This is an optimization exercise on Yosys and OpenROAD, whose aim is small area, not a production implementation.
In this exercise RTL edits were held to simulation tests only and were not proved equivalent to the original.

==> flow/flow/run.sh <==
#!/bin/bash
# The standard layout, except that the port buffers are sky130_fd_sc_hd__buf_1
# instead of the buffer buffer_ports picks by default (clkdlybuf4s50_1).
set -euo pipefail
export BUFFER_PORTS_ARGS="-buffer_cell sky130_fd_sc_hd__buf_1"
bash standard.sh > standard_flow.log 2>&1
==> flow/standard.sh <==
#!/bin/bash
# synth_recipe.tcl (not shown) runs the flow's synth.tcl, then flattens the netlist and writes it again
# the make line also repeats each setting of config.mk as NAME=value (left out here)
make -C /OpenROAD-flow-scripts/flow DESIGN_CONFIG=/design/flow/config.mk WORK_HOME=/design/flow/orfs CLKGATE_MAP_FILE= SYNTH_SCRIPT=/design/flow/synth_recipe.tcl "${@:-finish}"
==> flow/config.mk <==
export PLATFORM = sky130hd
export DESIGN_NAME = lfsr_memtest
export DESIGN_NICKNAME = lfsr_memtest
export VERILOG_FILES = /design/flow/design.v
export SDC_FILE = /design/flow/constraint.sdc
export NUM_CORES = 4
export LEC_CHECK = 0
export CAP_MARGIN = 20
export CORE_AREA = 5 5 315 315
export DIE_AREA = 0 0 320 320
export GPL_TIMING_DRIVEN = 0
export SETUP_SLACK_MARGIN = 0.3
export SLEW_MARGIN = 20
export SYNTH_HIERARCHICAL = 1
==> flow/constraint.sdc <==
create_clock -name core_clock -period 5.0 [get_ports {clk}]
set_input_delay 1.0000 -clock core_clock [delete_from_list [all_inputs] [get_ports {clk}]]
set_output_delay 1.0000 -clock core_clock [all_outputs]
set_load 0.01 [all_outputs]
==> flow/design.v <==
module lfsr_gen #(
    parameter DW = 256
) (
    input  wire          clk,
    input  wire          rst,     
    input  wire          ce,      
    output wire [DW-1:0] o        
);
    localparam NS = 31;
    localparam [NS-1:0] PSTAR = 31'h4dc6e371;
    reg  [NS-1:0] p;
    reg           z;
    always @(posedge clk) begin
        if (rst) begin
            p <= PSTAR;
            z <= 1'b1;
        end else if (ce) begin
            p <= o[NS-1:0];
            z <= 1'b0;
        end
    end
    lfsr_word u_word (.p(p), .z(z), .o(o));
endmodule
module lfsr_word (
    input  wire [30:0]  p,
    input  wire         z,
    output wire [255:0] o
);
    wire [255:0] x;    
    lfsr_xor g255 (.a(p[30]), .b(p[27]), .y(x[255]));
    lfsr_xnor g254 (.a(p[29]), .b(p[26]), .y(o[254]));
    lfsr_xor g253 (.a(p[28]), .b(p[25]), .y(x[253]));
    lfsr_xor g252 (.a(p[27]), .b(p[24]), .y(x[252]));
    lfsr_xor g251 (.a(p[26]), .b(p[23]), .y(x[251]));
    lfsr_xnor g250 (.a(p[25]), .b(p[22]), .y(o[250]));
    lfsr_xnor g249 (.a(p[24]), .b(p[21]), .y(o[249]));
    lfsr_xnor g248 (.a(p[23]), .b(p[20]), .y(o[248]));
    lfsr_xnor g247 (.a(p[22]), .b(p[19]), .y(o[247]));
    lfsr_xnor g246 (.a(p[21]), .b(p[18]), .y(o[246]));
    lfsr_xnor g245 (.a(p[20]), .b(p[17]), .y(o[245]));
    lfsr_xor g244 (.a(p[19]), .b(p[16]), .y(x[244]));
    lfsr_xor g243 (.a(p[18]), .b(p[15]), .y(x[243]));
    lfsr_xor g242 (.a(p[17]), .b(p[14]), .y(x[242]));
    lfsr_xnor g241 (.a(p[16]), .b(p[13]), .y(o[241]));
    lfsr_xnor g240 (.a(p[15]), .b(p[12]), .y(o[240]));
    lfsr_xnor g239 (.a(p[14]), .b(p[11]), .y(o[239]));
    lfsr_xnor g238 (.a(p[13]), .b(p[10]), .y(o[238]));
    lfsr_xnor g237 (.a(p[12]), .b(p[9]), .y(o[237]));
    lfsr_xnor g236 (.a(p[11]), .b(p[8]), .y(o[236]));
    lfsr_xor g235 (.a(p[10]), .b(p[7]), .y(x[235]));
    lfsr_xor g234 (.a(p[9]), .b(p[6]), .y(x[234]));
    lfsr_xor g233 (.a(p[8]), .b(p[5]), .y(x[233]));
    lfsr_xnor g232 (.a(p[7]), .b(p[4]), .y(o[232]));
    lfsr_xnor g231 (.a(p[6]), .b(p[3]), .y(o[231]));
    lfsr_xnor g230 (.a(p[5]), .b(p[2]), .y(o[230]));
    lfsr_xnor g229 (.a(p[4]), .b(p[1]), .y(o[229]));
    lfsr_xnor g228 (.a(p[3]), .b(p[0]), .y(o[228]));
    lfsr_xor g227 (.a(p[2]), .b(x[255]), .y(o[227]));
    lfsr_xor g226 (.a(p[1]), .b(o[254]), .y(x[226]));
    lfsr_xnor g225 (.a(p[0]), .b(x[253]), .y(x[225]));
    lfsr_xor g224 (.a(p[30]), .b(p[24]), .y(x[224]));
    lfsr_xnor g223 (.a(p[29]), .b(p[23]), .y(o[223]));
    lfsr_xnor g222 (.a(p[28]), .b(p[22]), .y(o[222]));
    lfsr_xnor g221 (.a(p[27]), .b(p[21]), .y(o[221]));
    lfsr_xnor g220 (.a(p[26]), .b(p[20]), .y(o[220]));
    lfsr_xor g219 (.a(p[25]), .b(p[19]), .y(x[219]));
    lfsr_xor g218 (.a(p[24]), .b(p[18]), .y(x[218]));
    lfsr_xor g217 (.a(p[23]), .b(p[17]), .y(x[217]));
    lfsr_xnor g216 (.a(p[22]), .b(p[16]), .y(o[216]));
    lfsr_xnor g215 (.a(p[21]), .b(p[15]), .y(o[215]));
    lfsr_xnor g214 (.a(p[20]), .b(p[14]), .y(o[214]));
    lfsr_xnor g213 (.a(p[19]), .b(p[13]), .y(o[213]));
    lfsr_xnor g212 (.a(p[18]), .b(p[12]), .y(o[212]));
    lfsr_xnor g211 (.a(p[17]), .b(p[11]), .y(o[211]));
    lfsr_xor g210 (.a(p[16]), .b(p[10]), .y(x[210]));
    lfsr_xor g209 (.a(p[15]), .b(p[9]), .y(x[209]));
    lfsr_xor g208 (.a(p[14]), .b(p[8]), .y(x[208]));
    lfsr_xnor g207 (.a(p[13]), .b(p[7]), .y(o[207]));
    lfsr_xnor g206 (.a(p[12]), .b(p[6]), .y(o[206]));
    lfsr_xnor g205 (.a(p[11]), .b(p[5]), .y(o[205]));
    lfsr_xnor g204 (.a(p[10]), .b(p[4]), .y(o[204]));
    lfsr_xnor g203 (.a(p[9]), .b(p[3]), .y(o[203]));
    lfsr_xnor g202 (.a(p[8]), .b(p[2]), .y(o[202]));
    lfsr_xor g201 (.a(p[7]), .b(p[1]), .y(x[201]));
    lfsr_xor g200 (.a(p[6]), .b(p[0]), .y(x[200]));
    lfsr_xnor g199 (.a(p[5]), .b(x[255]), .y(x[199]));
    lfsr_xnor g198 (.a(p[4]), .b(o[254]), .y(o[198]));
    lfsr_xor g197 (.a(p[3]), .b(x[253]), .y(o[197]));
    lfsr_xor g196 (.a(p[2]), .b(x[252]), .y(o[196]));
    lfsr_xor g195 (.a(p[1]), .b(x[251]), .y(o[195]));
    lfsr_xnor g194 (.a(p[0]), .b(o[250]), .y(o[194]));
    lfsr_xor g193 (.a(x[224]), .b(o[221]), .y(o[193]));
    lfsr_xor g192 (.a(o[223]), .b(o[220]), .y(x[192]));
    lfsr_xor g191 (.a(o[222]), .b(x[219]), .y(o[191]));
    lfsr_xor g190 (.a(o[221]), .b(x[218]), .y(o[190]));
    lfsr_xor g189 (.a(o[220]), .b(x[217]), .y(o[189]));
    lfsr_xor g188 (.a(x[219]), .b(o[216]), .y(o[188]));
    lfsr_xor g187 (.a(x[218]), .b(o[215]), .y(o[187]));
    lfsr_xor g186 (.a(x[217]), .b(o[214]), .y(o[186]));
    lfsr_xor g185 (.a(o[216]), .b(o[213]), .y(x[185]));
    lfsr_xor g184 (.a(o[215]), .b(o[212]), .y(x[184]));
    lfsr_xor g183 (.a(o[214]), .b(o[211]), .y(x[183]));
    lfsr_xor g182 (.a(o[213]), .b(x[210]), .y(o[182]));
    lfsr_xor g181 (.a(o[212]), .b(x[209]), .y(o[181]));
    lfsr_xor g180 (.a(o[211]), .b(x[208]), .y(o[180]));
    lfsr_xor g179 (.a(x[210]), .b(o[207]), .y(o[179]));
    lfsr_xor g178 (.a(x[209]), .b(o[206]), .y(o[178]));
    lfsr_xor g177 (.a(x[208]), .b(o[205]), .y(o[177]));
    lfsr_xor g176 (.a(o[207]), .b(o[204]), .y(x[176]));
    lfsr_xor g175 (.a(o[206]), .b(o[203]), .y(x[175]));
    lfsr_xor g174 (.a(o[205]), .b(o[202]), .y(x[174]));
    lfsr_xor g173 (.a(o[204]), .b(x[201]), .y(o[173]));
    lfsr_xor g172 (.a(o[203]), .b(x[200]), .y(o[172]));
    lfsr_xor g171 (.a(o[202]), .b(x[199]), .y(o[171]));
    lfsr_xor g170 (.a(x[201]), .b(o[198]), .y(o[170]));
    lfsr_xor g169 (.a(x[200]), .b(o[197]), .y(o[169]));
    lfsr_xor g168 (.a(o[230]), .b(x[224]), .y(o[168]));
    lfsr_xor g167 (.a(o[229]), .b(o[223]), .y(x[167]));
    lfsr_xor g166 (.a(o[228]), .b(o[222]), .y(x[166]));
    lfsr_xor g165 (.a(o[196]), .b(o[193]), .y(x[165]));
    lfsr_xor g164 (.a(o[195]), .b(x[192]), .y(o[164]));
    lfsr_xor g163 (.a(o[194]), .b(o[191]), .y(x[163]));
    lfsr_xor g162 (.a(p[30]), .b(p[18]), .y(x[162]));
    lfsr_xnor g161 (.a(p[29]), .b(p[17]), .y(o[161]));
    lfsr_xor g160 (.a(p[28]), .b(p[16]), .y(x[160]));
    lfsr_xor g159 (.a(p[27]), .b(p[15]), .y(x[159]));
    lfsr_xor g158 (.a(p[26]), .b(p[14]), .y(x[158]));
    lfsr_xnor g157 (.a(p[25]), .b(p[13]), .y(o[157]));
    lfsr_xnor g156 (.a(p[24]), .b(p[12]), .y(o[156]));
    lfsr_xnor g155 (.a(p[23]), .b(p[11]), .y(o[155]));
    lfsr_xnor g154 (.a(p[22]), .b(p[10]), .y(o[154]));
    lfsr_xnor g153 (.a(p[21]), .b(p[9]), .y(o[153]));
    lfsr_xnor g152 (.a(p[20]), .b(p[8]), .y(o[152]));
    lfsr_xor g151 (.a(p[19]), .b(p[7]), .y(x[151]));
    lfsr_xor g150 (.a(p[18]), .b(p[6]), .y(x[150]));
    lfsr_xor g149 (.a(p[17]), .b(p[5]), .y(x[149]));
    lfsr_xnor g148 (.a(p[16]), .b(p[4]), .y(o[148]));
    lfsr_xnor g147 (.a(p[15]), .b(p[3]), .y(o[147]));
    lfsr_xnor g146 (.a(p[14]), .b(p[2]), .y(o[146]));
    lfsr_xnor g145 (.a(p[13]), .b(p[1]), .y(o[145]));
    lfsr_xnor g144 (.a(p[12]), .b(p[0]), .y(o[144]));
    lfsr_xor g143 (.a(p[11]), .b(x[255]), .y(o[143]));
    lfsr_xor g142 (.a(p[10]), .b(o[254]), .y(x[142]));
    lfsr_xnor g141 (.a(p[9]), .b(x[253]), .y(x[141]));
    lfsr_xnor g140 (.a(p[8]), .b(x[252]), .y(x[140]));
    lfsr_xor g139 (.a(p[7]), .b(x[251]), .y(o[139]));
    lfsr_xnor g138 (.a(p[6]), .b(o[250]), .y(o[138]));
    lfsr_xnor g137 (.a(p[5]), .b(o[249]), .y(o[137]));
    lfsr_xnor g136 (.a(p[4]), .b(o[248]), .y(o[136]));
    lfsr_xor g135 (.a(p[3]), .b(o[247]), .y(x[135]));
    lfsr_xor g134 (.a(p[2]), .b(o[246]), .y(x[134]));
    lfsr_xor g133 (.a(p[1]), .b(o[245]), .y(x[133]));
    lfsr_xnor g132 (.a(p[0]), .b(x[244]), .y(x[132]));
    lfsr_xor g131 (.a(x[162]), .b(x[159]), .y(x[131]));
    lfsr_xor g130 (.a(o[161]), .b(x[158]), .y(o[130]));
    lfsr_xor g129 (.a(x[160]), .b(o[157]), .y(o[129]));
    lfsr_xor g128 (.a(x[159]), .b(o[156]), .y(o[128]));
    lfsr_xor g127 (.a(x[158]), .b(o[155]), .y(o[127]));
    lfsr_xor g126 (.a(o[157]), .b(o[154]), .y(x[126]));
    lfsr_xor g125 (.a(o[156]), .b(o[153]), .y(x[125]));
    lfsr_xor g124 (.a(o[155]), .b(o[152]), .y(x[124]));
    lfsr_xor g123 (.a(o[154]), .b(x[151]), .y(o[123]));
    lfsr_xor g122 (.a(o[153]), .b(x[150]), .y(o[122]));
    lfsr_xor g121 (.a(o[152]), .b(x[149]), .y(o[121]));
    lfsr_xor g120 (.a(x[151]), .b(o[148]), .y(o[120]));
    lfsr_xor g119 (.a(x[150]), .b(o[147]), .y(o[119]));
    lfsr_xor g118 (.a(x[149]), .b(o[146]), .y(o[118]));
    lfsr_xor g117 (.a(o[148]), .b(o[145]), .y(x[117]));
    lfsr_xor g116 (.a(o[147]), .b(o[144]), .y(x[116]));
    lfsr_xor g115 (.a(o[146]), .b(o[143]), .y(x[115]));
    lfsr_xor g114 (.a(o[145]), .b(x[142]), .y(o[114]));
    lfsr_xor g113 (.a(o[144]), .b(x[141]), .y(o[113]));
    lfsr_xor g112 (.a(o[236]), .b(x[224]), .y(o[112]));
    lfsr_xor g111 (.a(x[235]), .b(o[223]), .y(o[111]));
    lfsr_xor g110 (.a(x[234]), .b(o[222]), .y(o[110]));
    lfsr_xor g109 (.a(x[233]), .b(o[221]), .y(o[109]));
    lfsr_xor g108 (.a(o[232]), .b(o[220]), .y(x[108]));
    lfsr_xor g107 (.a(o[231]), .b(x[219]), .y(o[107]));
    lfsr_xor g106 (.a(o[230]), .b(x[218]), .y(o[106]));
    lfsr_xor g105 (.a(o[229]), .b(x[217]), .y(o[105]));
    lfsr_xor g104 (.a(o[228]), .b(o[216]), .y(x[104]));
    lfsr_xor g103 (.a(x[134]), .b(x[131]), .y(x[103]));
    lfsr_xor g102 (.a(x[133]), .b(o[130]), .y(o[102]));
    lfsr_xor g101 (.a(x[132]), .b(o[129]), .y(o[101]));
    lfsr_xor g100 (.a(x[162]), .b(o[156]), .y(o[100]));
    lfsr_xor g99 (.a(o[161]), .b(o[155]), .y(x[99]));
    lfsr_xor g98 (.a(x[160]), .b(o[154]), .y(o[98]));
    lfsr_xor g97 (.a(x[159]), .b(o[153]), .y(o[97]));
    lfsr_xor g96 (.a(x[158]), .b(o[152]), .y(o[96]));
    lfsr_xor g95 (.a(o[157]), .b(x[151]), .y(o[95]));
    lfsr_xor g94 (.a(o[156]), .b(x[150]), .y(o[94]));
    lfsr_xor g93 (.a(o[155]), .b(x[149]), .y(o[93]));
    lfsr_xor g92 (.a(o[154]), .b(o[148]), .y(x[92]));
    lfsr_xor g91 (.a(o[153]), .b(o[147]), .y(x[91]));
    lfsr_xor g90 (.a(o[152]), .b(o[146]), .y(x[90]));
    lfsr_xor g89 (.a(x[151]), .b(o[145]), .y(o[89]));
    lfsr_xor g88 (.a(x[150]), .b(o[144]), .y(o[88]));
    lfsr_xor g87 (.a(x[149]), .b(o[143]), .y(o[87]));
    lfsr_xor g86 (.a(o[148]), .b(x[142]), .y(o[86]));
    lfsr_xor g85 (.a(o[147]), .b(x[141]), .y(o[85]));
    lfsr_xor g84 (.a(o[146]), .b(x[140]), .y(o[84]));
    lfsr_xor g83 (.a(o[145]), .b(o[139]), .y(x[83]));
    lfsr_xor g82 (.a(o[144]), .b(o[138]), .y(x[82]));
    lfsr_xor g81 (.a(o[112]), .b(o[109]), .y(x[81]));
    lfsr_xor g80 (.a(o[111]), .b(x[108]), .y(o[80]));
    lfsr_xor g79 (.a(o[110]), .b(o[107]), .y(x[79]));
    lfsr_xor g78 (.a(o[109]), .b(o[106]), .y(x[78]));
    lfsr_xor g77 (.a(x[108]), .b(o[105]), .y(o[77]));
    lfsr_xor g76 (.a(o[107]), .b(x[104]), .y(o[76]));
    lfsr_xor g75 (.a(o[137]), .b(x[131]), .y(o[75]));
    lfsr_xor g74 (.a(o[136]), .b(o[130]), .y(x[74]));
    lfsr_xor g73 (.a(x[135]), .b(o[129]), .y(o[73]));
    lfsr_xor g72 (.a(x[134]), .b(o[128]), .y(o[72]));
    lfsr_xor g71 (.a(x[133]), .b(o[127]), .y(o[71]));
    lfsr_xor g70 (.a(x[132]), .b(x[126]), .y(x[70]));
    lfsr_xor g69 (.a(o[100]), .b(o[97]), .y(x[69]));
    lfsr_xor g68 (.a(x[99]), .b(o[96]), .y(o[68]));
    lfsr_xor g67 (.a(o[98]), .b(o[95]), .y(x[67]));
    lfsr_xor g66 (.a(o[97]), .b(o[94]), .y(x[66]));
    lfsr_xor g65 (.a(o[96]), .b(o[93]), .y(x[65]));
    lfsr_xor g64 (.a(o[95]), .b(x[92]), .y(o[64]));
    lfsr_xor g63 (.a(o[94]), .b(x[91]), .y(o[63]));
    lfsr_xor g62 (.a(o[93]), .b(x[90]), .y(o[62]));
    lfsr_xor g61 (.a(x[92]), .b(o[89]), .y(o[61]));
    lfsr_xor g60 (.a(x[91]), .b(o[88]), .y(o[60]));
    lfsr_xor g59 (.a(x[90]), .b(o[87]), .y(o[59]));
    lfsr_xor g58 (.a(o[89]), .b(o[86]), .y(x[58]));
    lfsr_xor g57 (.a(o[88]), .b(o[85]), .y(x[57]));
    lfsr_xor g56 (.a(o[118]), .b(o[112]), .y(x[56]));
    lfsr_xor g55 (.a(x[117]), .b(o[111]), .y(o[55]));
    lfsr_xor g54 (.a(x[116]), .b(o[110]), .y(o[54]));
    lfsr_xor g53 (.a(o[84]), .b(x[81]), .y(o[53]));
    lfsr_xor g52 (.a(x[83]), .b(o[80]), .y(o[52]));
    lfsr_xor g51 (.a(x[82]), .b(x[79]), .y(x[51]));
    lfsr_xor g50 (.a(o[112]), .b(o[106]), .y(x[50]));
    lfsr_xor g49 (.a(o[111]), .b(o[105]), .y(x[49]));
    lfsr_xor g48 (.a(o[110]), .b(x[104]), .y(o[48]));
    lfsr_xor g47 (.a(x[78]), .b(o[75]), .y(o[47]));
    lfsr_xor g46 (.a(o[77]), .b(x[74]), .y(o[46]));
    lfsr_xor g45 (.a(o[76]), .b(o[73]), .y(x[45]));
    lfsr_xor g44 (.a(o[106]), .b(o[100]), .y(x[44]));
    lfsr_xor g43 (.a(o[105]), .b(x[99]), .y(o[43]));
    lfsr_xor g42 (.a(x[104]), .b(o[98]), .y(o[42]));
    lfsr_xor g41 (.a(o[72]), .b(x[69]), .y(o[41]));
    lfsr_xor g40 (.a(o[71]), .b(o[68]), .y(x[40]));
    lfsr_xor g39 (.a(x[70]), .b(x[67]), .y(x[39]));
    lfsr_xor g38 (.a(p[30]), .b(p[6]), .y(x[38]));
    lfsr_xnor g37 (.a(p[29]), .b(p[5]), .y(o[37]));
    lfsr_xnor g36 (.a(p[28]), .b(p[4]), .y(o[36]));
    lfsr_xnor g35 (.a(p[27]), .b(p[3]), .y(o[35]));
    lfsr_xnor g34 (.a(p[26]), .b(p[2]), .y(o[34]));
    lfsr_xor g33 (.a(p[25]), .b(p[1]), .y(x[33]));
    lfsr_xor g32 (.a(p[24]), .b(p[0]), .y(x[32]));
    lfsr_xnor g31 (.a(p[23]), .b(x[255]), .y(x[31]));
    lfsr_xnor g30 (.a(p[22]), .b(o[254]), .y(o[30]));
    lfsr_xor g29 (.a(p[21]), .b(x[253]), .y(o[29]));
    lfsr_xor g28 (.a(p[20]), .b(x[252]), .y(o[28]));
    lfsr_xor g27 (.a(p[19]), .b(x[251]), .y(o[27]));
    lfsr_xnor g26 (.a(p[18]), .b(o[250]), .y(o[26]));
    lfsr_xnor g25 (.a(p[17]), .b(o[249]), .y(o[25]));
    lfsr_xor g24 (.a(p[16]), .b(o[248]), .y(x[24]));
    lfsr_xnor g23 (.a(p[15]), .b(o[247]), .y(o[23]));
    lfsr_xnor g22 (.a(p[14]), .b(o[246]), .y(o[22]));
    lfsr_xnor g21 (.a(p[13]), .b(o[245]), .y(o[21]));
    lfsr_xor g20 (.a(p[12]), .b(x[244]), .y(o[20]));
    lfsr_xor g19 (.a(p[11]), .b(x[243]), .y(o[19]));
    lfsr_xor g18 (.a(p[10]), .b(x[242]), .y(o[18]));
    lfsr_xnor g17 (.a(p[9]), .b(o[241]), .y(o[17]));
    lfsr_xnor g16 (.a(p[8]), .b(o[240]), .y(o[16]));
    lfsr_xor g15 (.a(p[7]), .b(o[239]), .y(x[15]));
    lfsr_xnor g14 (.a(p[6]), .b(o[238]), .y(o[14]));
    lfsr_xnor g13 (.a(p[5]), .b(o[237]), .y(o[13]));
    lfsr_xnor g12 (.a(p[4]), .b(o[236]), .y(o[12]));
    lfsr_xor g11 (.a(p[3]), .b(x[235]), .y(o[11]));
    lfsr_xor g10 (.a(p[2]), .b(x[234]), .y(o[10]));
    lfsr_xor g9 (.a(p[1]), .b(x[233]), .y(o[9]));
    lfsr_xnor g8 (.a(p[0]), .b(o[232]), .y(o[8]));
    lfsr_xor g7 (.a(x[38]), .b(o[35]), .y(o[7]));
    lfsr_xor g6 (.a(o[37]), .b(o[34]), .y(x[6]));
    lfsr_xor g5 (.a(o[36]), .b(x[33]), .y(o[5]));
    lfsr_xor g4 (.a(o[35]), .b(x[32]), .y(o[4]));
    lfsr_xor g3 (.a(o[34]), .b(x[31]), .y(o[3]));
    lfsr_xor g2 (.a(x[33]), .b(o[30]), .y(o[2]));
    lfsr_xor g1 (.a(x[32]), .b(o[29]), .y(o[1]));
    lfsr_xor g0 (.a(o[248]), .b(x[224]), .y(o[0]));
    lfsr_nor m255 (.a(x[255]), .b(z), .y(o[255]));
    lfsr_nor m253 (.a(x[253]), .b(z), .y(o[253]));
    lfsr_nor m252 (.a(x[252]), .b(z), .y(o[252]));
    lfsr_nor m251 (.a(x[251]), .b(z), .y(o[251]));
    lfsr_nor m244 (.a(x[244]), .b(z), .y(o[244]));
    lfsr_nor m243 (.a(x[243]), .b(z), .y(o[243]));
    lfsr_nor m242 (.a(x[242]), .b(z), .y(o[242]));
    lfsr_nor m235 (.a(x[235]), .b(z), .y(o[235]));
    lfsr_nor m234 (.a(x[234]), .b(z), .y(o[234]));
    lfsr_nor m233 (.a(x[233]), .b(z), .y(o[233]));
    lfsr_nor m226 (.a(x[226]), .b(z), .y(o[226]));
    lfsr_nor m225 (.a(x[225]), .b(z), .y(o[225]));
    lfsr_nor m224 (.a(x[224]), .b(z), .y(o[224]));
    lfsr_nor m219 (.a(x[219]), .b(z), .y(o[219]));
    lfsr_nor m218 (.a(x[218]), .b(z), .y(o[218]));
    lfsr_nor m217 (.a(x[217]), .b(z), .y(o[217]));
    lfsr_nor m210 (.a(x[210]), .b(z), .y(o[210]));
    lfsr_nor m209 (.a(x[209]), .b(z), .y(o[209]));
    lfsr_nor m208 (.a(x[208]), .b(z), .y(o[208]));
    lfsr_nor m201 (.a(x[201]), .b(z), .y(o[201]));
    lfsr_nor m200 (.a(x[200]), .b(z), .y(o[200]));
    lfsr_nor m199 (.a(x[199]), .b(z), .y(o[199]));
    lfsr_nor m192 (.a(x[192]), .b(z), .y(o[192]));
    lfsr_nor m185 (.a(x[185]), .b(z), .y(o[185]));
    lfsr_nor m184 (.a(x[184]), .b(z), .y(o[184]));
    lfsr_nor m183 (.a(x[183]), .b(z), .y(o[183]));
    lfsr_nor m176 (.a(x[176]), .b(z), .y(o[176]));
    lfsr_nor m175 (.a(x[175]), .b(z), .y(o[175]));
    lfsr_nor m174 (.a(x[174]), .b(z), .y(o[174]));
    lfsr_nor m167 (.a(x[167]), .b(z), .y(o[167]));
    lfsr_nor m166 (.a(x[166]), .b(z), .y(o[166]));
    lfsr_nor m165 (.a(x[165]), .b(z), .y(o[165]));
    lfsr_nor m163 (.a(x[163]), .b(z), .y(o[163]));
    lfsr_nor m162 (.a(x[162]), .b(z), .y(o[162]));
    lfsr_nor m160 (.a(x[160]), .b(z), .y(o[160]));
    lfsr_nor m159 (.a(x[159]), .b(z), .y(o[159]));
    lfsr_nor m158 (.a(x[158]), .b(z), .y(o[158]));
    lfsr_nor m151 (.a(x[151]), .b(z), .y(o[151]));
    lfsr_nor m150 (.a(x[150]), .b(z), .y(o[150]));
    lfsr_nor m149 (.a(x[149]), .b(z), .y(o[149]));
    lfsr_nor m142 (.a(x[142]), .b(z), .y(o[142]));
    lfsr_nor m141 (.a(x[141]), .b(z), .y(o[141]));
    lfsr_nor m140 (.a(x[140]), .b(z), .y(o[140]));
    lfsr_nor m135 (.a(x[135]), .b(z), .y(o[135]));
    lfsr_nor m134 (.a(x[134]), .b(z), .y(o[134]));
    lfsr_nor m133 (.a(x[133]), .b(z), .y(o[133]));
    lfsr_nor m132 (.a(x[132]), .b(z), .y(o[132]));
    lfsr_nor m131 (.a(x[131]), .b(z), .y(o[131]));
    lfsr_nor m126 (.a(x[126]), .b(z), .y(o[126]));
    lfsr_nor m125 (.a(x[125]), .b(z), .y(o[125]));
    lfsr_nor m124 (.a(x[124]), .b(z), .y(o[124]));
    lfsr_nor m117 (.a(x[117]), .b(z), .y(o[117]));
    lfsr_nor m116 (.a(x[116]), .b(z), .y(o[116]));
    lfsr_nor m115 (.a(x[115]), .b(z), .y(o[115]));
    lfsr_nor m108 (.a(x[108]), .b(z), .y(o[108]));
    lfsr_nor m104 (.a(x[104]), .b(z), .y(o[104]));
    lfsr_nor m103 (.a(x[103]), .b(z), .y(o[103]));
    lfsr_nor m99 (.a(x[99]), .b(z), .y(o[99]));
    lfsr_nor m92 (.a(x[92]), .b(z), .y(o[92]));
    lfsr_nor m91 (.a(x[91]), .b(z), .y(o[91]));
    lfsr_nor m90 (.a(x[90]), .b(z), .y(o[90]));
    lfsr_nor m83 (.a(x[83]), .b(z), .y(o[83]));
    lfsr_nor m82 (.a(x[82]), .b(z), .y(o[82]));
    lfsr_nor m81 (.a(x[81]), .b(z), .y(o[81]));
    lfsr_nor m79 (.a(x[79]), .b(z), .y(o[79]));
    lfsr_nor m78 (.a(x[78]), .b(z), .y(o[78]));
    lfsr_nor m74 (.a(x[74]), .b(z), .y(o[74]));
    lfsr_nor m70 (.a(x[70]), .b(z), .y(o[70]));
    lfsr_nor m69 (.a(x[69]), .b(z), .y(o[69]));
    lfsr_nor m67 (.a(x[67]), .b(z), .y(o[67]));
    lfsr_nor m66 (.a(x[66]), .b(z), .y(o[66]));
    lfsr_nor m65 (.a(x[65]), .b(z), .y(o[65]));
    lfsr_nor m58 (.a(x[58]), .b(z), .y(o[58]));
    lfsr_nor m57 (.a(x[57]), .b(z), .y(o[57]));
    lfsr_nor m56 (.a(x[56]), .b(z), .y(o[56]));
    lfsr_nor m51 (.a(x[51]), .b(z), .y(o[51]));
    lfsr_nor m50 (.a(x[50]), .b(z), .y(o[50]));
    lfsr_nor m49 (.a(x[49]), .b(z), .y(o[49]));
    lfsr_nor m45 (.a(x[45]), .b(z), .y(o[45]));
    lfsr_nor m44 (.a(x[44]), .b(z), .y(o[44]));
    lfsr_nor m40 (.a(x[40]), .b(z), .y(o[40]));
    lfsr_nor m39 (.a(x[39]), .b(z), .y(o[39]));
    lfsr_nor m38 (.a(x[38]), .b(z), .y(o[38]));
    lfsr_nor m33 (.a(x[33]), .b(z), .y(o[33]));
    lfsr_nor m32 (.a(x[32]), .b(z), .y(o[32]));
    lfsr_nor m31 (.a(x[31]), .b(z), .y(o[31]));
    lfsr_nor m24 (.a(x[24]), .b(z), .y(o[24]));
    lfsr_nor m15 (.a(x[15]), .b(z), .y(o[15]));
    lfsr_nor m6 (.a(x[6]), .b(z), .y(o[6]));
endmodule
module lfsr_xnor (input wire a, input wire b, output wire y);
    assign y = ~(a ^ b);
endmodule
module lfsr_xor (input wire a, input wire b, output wire y);
    assign y = a ^ b;
endmodule
module lfsr_nor (input wire a, input wire b, output wire y);
    assign y = ~(a | b);
endmodule
module lfsr_memtest #(
    parameter DW = 256,
    parameter AW = 24
) (
    input  wire          clk,
    input  wire          rst,
    input  wire [4:0]    host_cmd,
    input  wire [AW-1:0] host_wdata,
    output reg  [AW-1:0] host_rdata,
    output wire          w_stb,
    output wire [DW-1:0] w_data,
    input  wire          w_ack,
    input  wire          r_stb,
    input  wire [DW-1:0] r_data,
    output wire          r_ack
);
    localparam [15:0] MAGIC = 16'h361f;
    localparam [2:0] IDX_MAGIC   = 3'd0;
    localparam [2:0] IDX_W_RESET = 3'd1;
    localparam [2:0] IDX_W_SHOOT = 3'd2;
    localparam [2:0] IDX_LENGTH  = 3'd3;
    localparam [2:0] IDX_R_RESET = 3'd4;
    localparam [2:0] IDX_ERRORS  = 3'd5;
    wire       cmd_en  = host_cmd[4];
    wire       cmd_we  = host_cmd[3];
    wire [2:0] cmd_idx = host_cmd[2:0];
    wire       cmd_wr  = cmd_en & cmd_we;
    wire       cmd_rd  = cmd_en & ~cmd_we;
    reg [AW-1:0] length;
    reg [AW-1:0] err_count;
    reg          p_w_reset;    
    reg          p_w_shoot;
    reg          p_r_reset;
    always @(posedge clk) begin
        if (rst) begin
            length    <= {AW{1'b0}};
            p_w_reset <= 1'b0;
            p_w_shoot <= 1'b0;
            p_r_reset <= 1'b0;
        end else begin
            if (cmd_wr && cmd_idx == IDX_LENGTH)
                length <= host_wdata;
            p_w_reset <= cmd_wr && cmd_idx == IDX_W_RESET;
            p_w_shoot <= cmd_wr && cmd_idx == IDX_W_SHOOT;
            p_r_reset <= cmd_wr && cmd_idx == IDX_R_RESET;
        end
    end
    always @* begin
        host_rdata = {AW{1'b0}};
        if (cmd_rd) begin
            case (cmd_idx)
                IDX_MAGIC:  host_rdata = MAGIC;
                IDX_LENGTH: host_rdata = length;
                IDX_ERRORS: host_rdata = err_count;
                default:    host_rdata = {AW{1'b0}};
            endcase
        end
    end
    reg  [AW-1:0] remaining;
    wire          w_ce = w_stb & w_ack;
    assign w_stb = (remaining != {AW{1'b0}});
    always @(posedge clk) begin
        if (rst)
            remaining <= {AW{1'b0}};
        else if (p_w_shoot)
            remaining <= length;
        else if (w_ce)
            remaining <= remaining - 1'b1;
    end
    lfsr_gen #(.DW(DW)) u_wgen (
        .clk (clk),
        .rst (rst | p_w_reset),
        .ce  (w_ce),
        .o   (w_data)
    );
    wire [DW-1:0] expected;
    wire mm; cmpmod u_cmp(.a(r_data),.b(expected),.y(mm)); wire mismatch = r_stb & mm;
    assign r_ack = 1'b1;
    always @(posedge clk) begin
        if (rst | p_r_reset)
            err_count <= {AW{1'b0}};
        else if (mismatch)
            err_count <= err_count + 1'b1;
    end
    lfsr_gen #(.DW(DW)) u_rgen (
        .clk (clk),
        .rst (rst | p_r_reset),
        .ce  (r_stb),
        .o   (expected)
    );
endmodule
module cmpmod(input [255:0] a, input [255:0] b, output y);
assign y = a != b;
endmodule
==> results of run 1 <==
-- placed cells by master, fill, tap and decap left out, drive strengths merged, types with 39 or more instances in the layout --
cell    count
nor4       74
dfxtp     139
nand2      74
xnor2     159
a21oi      56
clkbuf     54
nor2      274
xor2      635
buf       585
nor2b      39
-- modules after synthesis, one instance, submodules excluded, a selection --
module	cells inside	cell area, sq um	copies in the design	flops+latches
cmpmod	341	2770	1	0
lfsr_memtest	515	3970	1	75
lfsr_nor	1	3.75	178	0
lfsr_xnor	1	8.76	146	0
lfsr_xor	1	8.76	366	0
-- critical path, cell delays in order (launching register included) --
cell	delay (ps)
dfxtp_2	570
xor2_4	380
xor2_4	390
xor2_1	300
xor2_1	170
nor2_1	60
xor2_1	180
nor4_2	560
nand4_1	180
nor4_1	480
nand4_1	170
buf_4	200
and4_1	240
nand3_2	200
nor3_1	100
xnor2_1	150
nor2_1	60
-- routing by layer --
layer | vias to the layer above | global-route usage (%) | routed length [um] | part of all wire, %
li1 | 7024 | - | - | -
met1 | 7485 | 20.7 | 35300 | 44
met2 | 835 | 22.3 | 35200 | 44
met3 | 127 | 4.14 | 7910 | 9.8
met4 | 14 | 4.25 | 2170 | 2.7
met5 | - | 0 | 66 | 0.082
-- per-stage QoR --
stage | setup WS [ps] | util [%] | cells
final | 447 | 20.3 | 3625
after global routing | 324 | 20.3 | 3624
after CTS | 302 | 20.1 | 3622
after detailed placement | -949 | 18.9 | 3588
after global placement | -1710 | 18.9 | 3586
after floorplan | 1200 | - | 1754
-- final cells by class --
| type | instances | share of cell area [%] |
|---|---|---|
| Timing Repair Buffer | 571 | 11.4 |
| Clock inverter | 14 | 0.880 |
| Inverter | 21 | 0.434 |
| Antenna cell | 3 | 0.0388 |
| Multi-Input combinational cell | 1544 | 60.7 |
| Buffer | 50 | 1.45 |
| Clock buffer | 18 | 2.33 |
| Sequential cell | 139 | 14.6 |
| Tap cell | 1265 | 8.19 |
-- final timing paths --
check	from	to	slack, ps	depth (start not counted)
max	u_rgen.p[25]	err_count[22]	450	16
max reg2reg	u_rgen.p[25]	err_count[22]	450	16
min	length[0]	length[0]	500	2
min reg2reg	length[0]	length[0]	500	2
-- what timing repair did --
item                                    in CTS  in global routing
endpoints found under the setup margin      24                 10
pin swaps                                    2                  0
setup buffers                                2                  0
gates resized for setup                     69                 39
-- sequential cells by signal, indices dropped and copies added, names as in the netlist --
signal,flops
u_rgen.p,31
length,24
u_wgen.p,31
p_r_reset,1
err_count,24
remaining,24
u_wgen.z,1
u_rgen.z,1
p_w_reset,1
p_w_shoot,1
-- logic make-up after synthesis --
logic type,Yosys count
other,1
buffers and inverters,71
xor gates and xnor gates,794
muxes,29
DFF,139
adders and majority gates,3
and+or+nand+nor,561
AOI/OAI and AO/OA,156
==> results by group, run 1 <==
Timing
  – Final setup viols: 0
  – Worst Hold Slack: slightly above 500 ps
  – Fmax: 0.220 GHz
  – Fin. Hold Viols: 0
  – Post-layout min period: 4550 ps
  – Slew HR: a little over a fifth
  – Slew @ Worst Pin: 1170 ps
  – Worst Clk Skew: 15.3 ps
  – RSZ-0062 raised after global routing: false
  – Setup TNS: 0 ps
  – Crit share post-route: 91.1%
  – Max Slew Vio Count: 0

Synthesis
  – Most used DFF post-synth: dfxtp_1
  – XOR/XNOR Fraction of Synth Area: 48.8%
  – Synth top area share: 39.1%
  – Post-synth top cells: xor2_1, nor2_1, xnor2_1
  – Cell Area, Synth: 14200 sq um
  – Cell with the most instances after synthesis: xor2_1
  – Post-Synth Simple-Gate Area: 19.0%
  – Sequential-to-total area share from yosys stat: 19.5%
  – Top cells by area, synth: xor2_1, dfxtp_1, xnor2_1
  – Largest family of logic cells by synthesized area: XOR/XNOR gates
  – Compound-gate portion of the synthesized area: 7.73%
  – Synth Instances: 1754
  – Avg Cell Area, Syn: between 8 and 9 sq um
  – Yosys cell types: 62
  – Yosys reg bits: approximately 140
  – Synth Area in Adders: less than 1%
  – Mux contribution to synthesized area: just over 2%
  – Post-synth ARST share: 0%
  – Yosys warning count: 8
  – Syn Nets: 2046
  – EDFF count, synth: 0
  – Area leader, netlist: xor2_1

Global routing
  – Largest net degree at the start of global routing: 65
  – Global route total overflow: 0
  – All-Layer GR Usage: 14.8%
  – Initial antenna violation count: 10
  – Vias in the first global route: 14700
  – First-pass GRT wire length: 110000 um

Clocking
  – Hold buffer count at cts: 0
  – CTS buffer count: 17
  – CTS root buffer: clkbuf_16
  – Clock tree from TritonCTS: built
  – CTS Sinks: between 100 and 150
  – Reg clk slew, reported paths: approximately 70 ps
  – Worst-Skew Late Latency: between 400 and 500 ps
  – Clock H-tree levels: 4
  – CTS Buffer Depth: 2

Status
  – Status: no timing/DRC/antenna violations

Critical path
  – CP endpoint kind: flip-flop
  – Worst EP arrival: roughly 4900 ps
  – Max Fanout on Critical Path: 10
  – Worst Setup Path Type: reg -> reg
  – Worst EP required: around 5300 ps
  – Startpoint types: flip-flop

Cells and area
  – Layout Nets: 2636
  – P&R area growth vs syn: 35.8%
  – Seq. cell area: around 2800 sq um
  – Multi-input logic area: 11700 sq um
  – Filler cell count: approximately 11000
  – Post-route cell area: a little under 20000 sq um
  – Fraction of layout instances using a drive strength above 1: under 10%

Detailed routing
  – Via-per-instance ratio: 4.27
  – DR DRC count: 0
  – DR iter-0 viols: 1800
  – Antenna viol nets, final: 0
  – Routed wire length per instance: 22.2 um
  – Vias: around 15000
  – Total Wirelength: about 80000 um
  – Router iterations before antenna repair: 5

Job
  – Max cap viols: 0

Place
  – Port Buf Inserts: 567
  – HPWL after DPL: roughly 68000 um
  – Global placer's final weighted congestion: ~1
  – DP Area: 18000 sq um

Floorplan
  – Die W: ~320 um
  – Die height: 320 um
  – Die ar.: 102000 sq um
  – Core area: 95200 sq um
  – Num ports: 571
  – # rows: about 110
  – Initial core utilization: 15.0%

Worst hold path
  – Hold Path Class: reg -> reg
==> inputs of run 2 (changes only) <==
--- a/flow/config.mk
+++ b/flow/config.mk
@@ -8,7 +8,6 @@
 export CAP_MARGIN = 20
 export CORE_AREA = 5 5 315 315
 export DIE_AREA = 0 0 320 320
-export GPL_TIMING_DRIVEN = 0
 export SETUP_SLACK_MARGIN = 0.3
 export SLEW_MARGIN = 20
 export SYNTH_HIERARCHICAL = 1
==> run 2 against run 1 <==
Against the previous run:
- synthesized cell count stayed put
- cell area fell by 1.4%
- first-iteration DRC count decreased by 14%
- critical path depth down 1
- critical endpoint is now err_count[16]
==> results by group, run 2 <==
Cells and area
  – Filler cell count: 10800 (+0.50%)
  – Most frequent cells in the layout: xor2_1, buf_1, nor2_1
  – Layout Nets: 2662 (+0.99%)
  – Largest registers: u_rgen.p x31, u_wgen.p x31
  – Fraction of layout instances using a drive strength above 1: 7.09% (+0.0096 points)
  – Most common cell after layout, fill and taps aside: xor2_1
  – P&R area growth vs syn: 33.9%
  – Fin util: 20.0% (-0.28 points)

Timing
  – RSZ-0062 raised after global routing: true
  – Max Slew Vio Count: 0 (unchanged)
  – Slew HR: 33.7% (+12 points)
  – Slew @ Worst Pin: 990 ps (-183 ps)
  – Worst Hold Slack: 491 ps (-11.6 ps)
  – Final setup viols: 0 (unchanged)
  – Worst Clk Skew: 12.4 ps (-2.86 ps)
  – Setup TNS: 0 ps (unchanged)
  – Fmax: 0.213 GHz (-3.0%)
  – Post-layout min period: 4700 ps (+143 ps)
  – Fin. Hold Viols: 0 (unchanged)
  – Crit share post-route: 93.9% (+2.9 points)

Worst hold path
  – Hold Path Class: reg -> reg

Clocking
  – Worst-Skew Late Latency: 480 ps (about the same)
  – CTS Sinks: 139 (unchanged)
  – Clock H-tree levels: 4 (unchanged)
  – Clock tree from TritonCTS: built
  – CTS root buffer: clkbuf_16
  – Reg clk slew, reported paths: 70 ps (about the same)
  – Hold buffer count at cts: 0 (unchanged)
  – CTS Buffer Depth: 2 (unchanged)
  – CTS buffer count: 17 (unchanged)

Place
  – Global placer's final weighted congestion: 1.05 (+5.3%)
  – HPWL after DPL: 69400 um (+1.4%)
  – Port Buf Inserts: 569 (+0.35%)

Synthesis
  – Cell Area, Synth: 14200 sq um (unchanged)
  – Synth Instances: 1754 (unchanged)
  – Top cells by area, synth: xor2_1, dfxtp_1, xnor2_1
  – Synth top area share: 39.1% (unchanged)
  – Post-synth ARST share: 0% (unchanged)
  – Post-synth top cells: xor2_1, nor2_1, xnor2_1
  – Yosys warning count: 8 (unchanged)
  – Most used DFF post-synth: dfxtp_1
  – Syn Nets: 2046 (unchanged)
  – Cell with the most instances after synthesis: xor2_1
  – Avg Cell Area, Syn: 8.12 sq um (unchanged)
  – Yosys cell types: 62 (unchanged)
  – Area leader, netlist: xor2_1
  – Yosys reg bits: 139 (unchanged)
  – EDFF count, synth: 0 (unchanged)
  – Sequential-to-total area share from yosys stat: 19.5% (unchanged)

Floorplan
  – Die ar.: 102000 sq um (unchanged)
  – Die W: 320 um (unchanged)
  – Num ports: 571 (unchanged)
  – Initial core utilization: 15.0% (unchanged)
  – # rows: 113 (unchanged)
  – Die height: 320 um (unchanged)
  – Core area: 95200 sq um (unchanged)

Critical path
  – Worst EP arrival: 5030 ps (+140 ps)
  – WP buf/inv: 2 (+1)
  – Critical path's top delay family: XOR/XNOR gates
  – Max Fanout on Critical Path: 7 (-3)
  – Worst EP required: 5330 ps (about the same)
  – Worst Setup Path Type: reg -> reg
  – CP endpoint kind: flip-flop
  – Startpoint types: flip-flop
  – Critical Path Max Stage Delay: 760 ps (+190 ps)
  – CP dominant cell by count: xor2_1
  – CP Cell Sequence: xnor2_1, xnor2_1, xor2_1, xor2_1, xor2_1, nor4_1, nand4_1, nor4_1, nand4_1, buf_4, and4_1, nand3_1, buf_4, or3_1, a21oi_1
  – Cell at the slowest stage of the critical path: xnor2_1

Global routing
  – Global route total overflow: 0 (unchanged)
  – First-pass GRT wire length: 111000 um (+0.36%)
  – Initial antenna violation count: 9 (-1)
  – Largest net degree at the start of global routing: 58 (-11%)
  – All-Layer GR Usage: 14.9% (+0.063 points)
  – Vias in the first global route: 14800 (+0.82%)

Detailed routing
  – DR DRC count: 0 (unchanged)
  – Routed wire length per instance: 22.4 um (+0.70%)
  – Via-per-instance ratio: 4.31 (+0.85%)
  – DR iter-0 viols: 1544 (-14%)
  – Vias: 15700 (+1.5%)
  – Router iterations before antenna repair: 5 (unchanged)
  – Total Wirelength: 81800 um (+1.4%)
  – Antenna viol nets, final: 0 (unchanged)

Status
  – Status: no timing/DRC/antenna violations

Job
  – Max cap viols: 0 (unchanged)
[run 2: cell counts after synthesis]
Identical to the previous run, type by type.
[run 2: kinds of logic after synthesis]
group	synth area share (%)
other	0.0263
buffers and inverters	2.56
adders and majority gates	0.264
and+or+nand+nor	19.0
AOI/OAI and AO/OA	7.73
muxes	2.05
DFF	19.5
xor gates and xnor gates	48.8
[run 2: cell type report]
cell class | instances | area, sq um | area share [%]
clock inverters | 14 | 136 | 0.715
flip-flops and latches | 139 | 2790 | 14.6
diodes | 3 | 7.51 | 0.0394
inverters | 21 | 83.8 | 0.440
multi-input cells | 1544 | 11300 | 59.3
repair buffers | 647 | 2720 | 14.3
well taps | 1265 | 1580 | 8.30
clock buffers | 17 | 425 | 2.23
[run 2: modules after synthesis (local to each module, per instance), excerpt]
module / times used / area (sq um)
lfsr_memtest: 1 / 3970
lfsr_xor: 366 / 8.76
lfsr_xnor: 146 / 8.76
cmpmod: 1 / 2770
lfsr_nor: 178 / 3.75
[run 2: path summary, 6_finish.rpt]
path                startpoint       endpoint  slack, ps  depth (start not counted)
setup / recovery  u_rgen.p[21]  err_count[16]        300                         15
setup reg to reg  u_rgen.p[21]  err_count[16]        300                         15
hold reg to reg      length[7]      length[7]        490                          2
hold / removal       length[7]      length[7]        490                          2
[run 2: metrics by stage]
stage / setup WS [ps] / area [sq um] / cells
after CTS: 302 / 18900 / 3647
after floorplan: 1200 / 14200 / 1754
after global placement: 86.3 / 18300 / 3616
final: 304 / 19100 / 3650
after detailed placement: 31.2 / 18300 / 3616
after global routing: 296 / 19100 / 3647
[run 2: worst min-delay path: cells and delay by family (launching register included)]
family,cells,cell delay [ps]
AND/OR/NAND/NOR,1,60
AO/OA/AOI/OAI,1,50
flip-flops,1,330
[run 2: metal layers]
| layer | wire (um) | global-route usage [%] | vias up |
|---|---|---|---|
| met5 | 74 | 0 | - |
| met4 | 2750 | 5.60 | 12 |
| met3 | 7600 | 3.33 | 140 |
| met2 | 35500 | 22.2 | 867 |
| met1 | 35800 | 20.9 | 7657 |
| li1 | - | - | 7048 |
[run 2: timing repair]
item | 4_1_cts | 5_1_grt
setup buffers | 0 | 0
setup endpoints to repair | 20 | 20
endpoints found under the hold margin | 0 | 0
resized for setup | 9 | 24

[what the ideal ports hide]
How much do the figures lean on ideal ports? The routed layouts below were timed once more, with nothing changed but the port constraints.
Step 1, drivers: a clkbuf_16 drives clk and a buf_2 each remaining input, both assumed.
Step 2, shift: input delay + t, output delay - t, t = (earliest + latest rising clock arrival at the registers) / 2. This alone moves slack from input paths to output paths.
Three values: ideal ports, drivers, drivers and shift; two values: the first two.
run	t (ns)	slack for setup (ns)	hold slack, ns	slew at the worst register clock pin (ns)	cell pins on the clock port's net
run 1	0.516	0.447 / 0.447 / 0.447	0.503 / 0.503 / 0.503	0.07 / 0.07	1
run 2	0.526	0.304 / 0.304 / 0.304	0.491 / 0.491 / 0.491	0.07 / 0.07	1
After both steps every run listed still meets setup and hold.
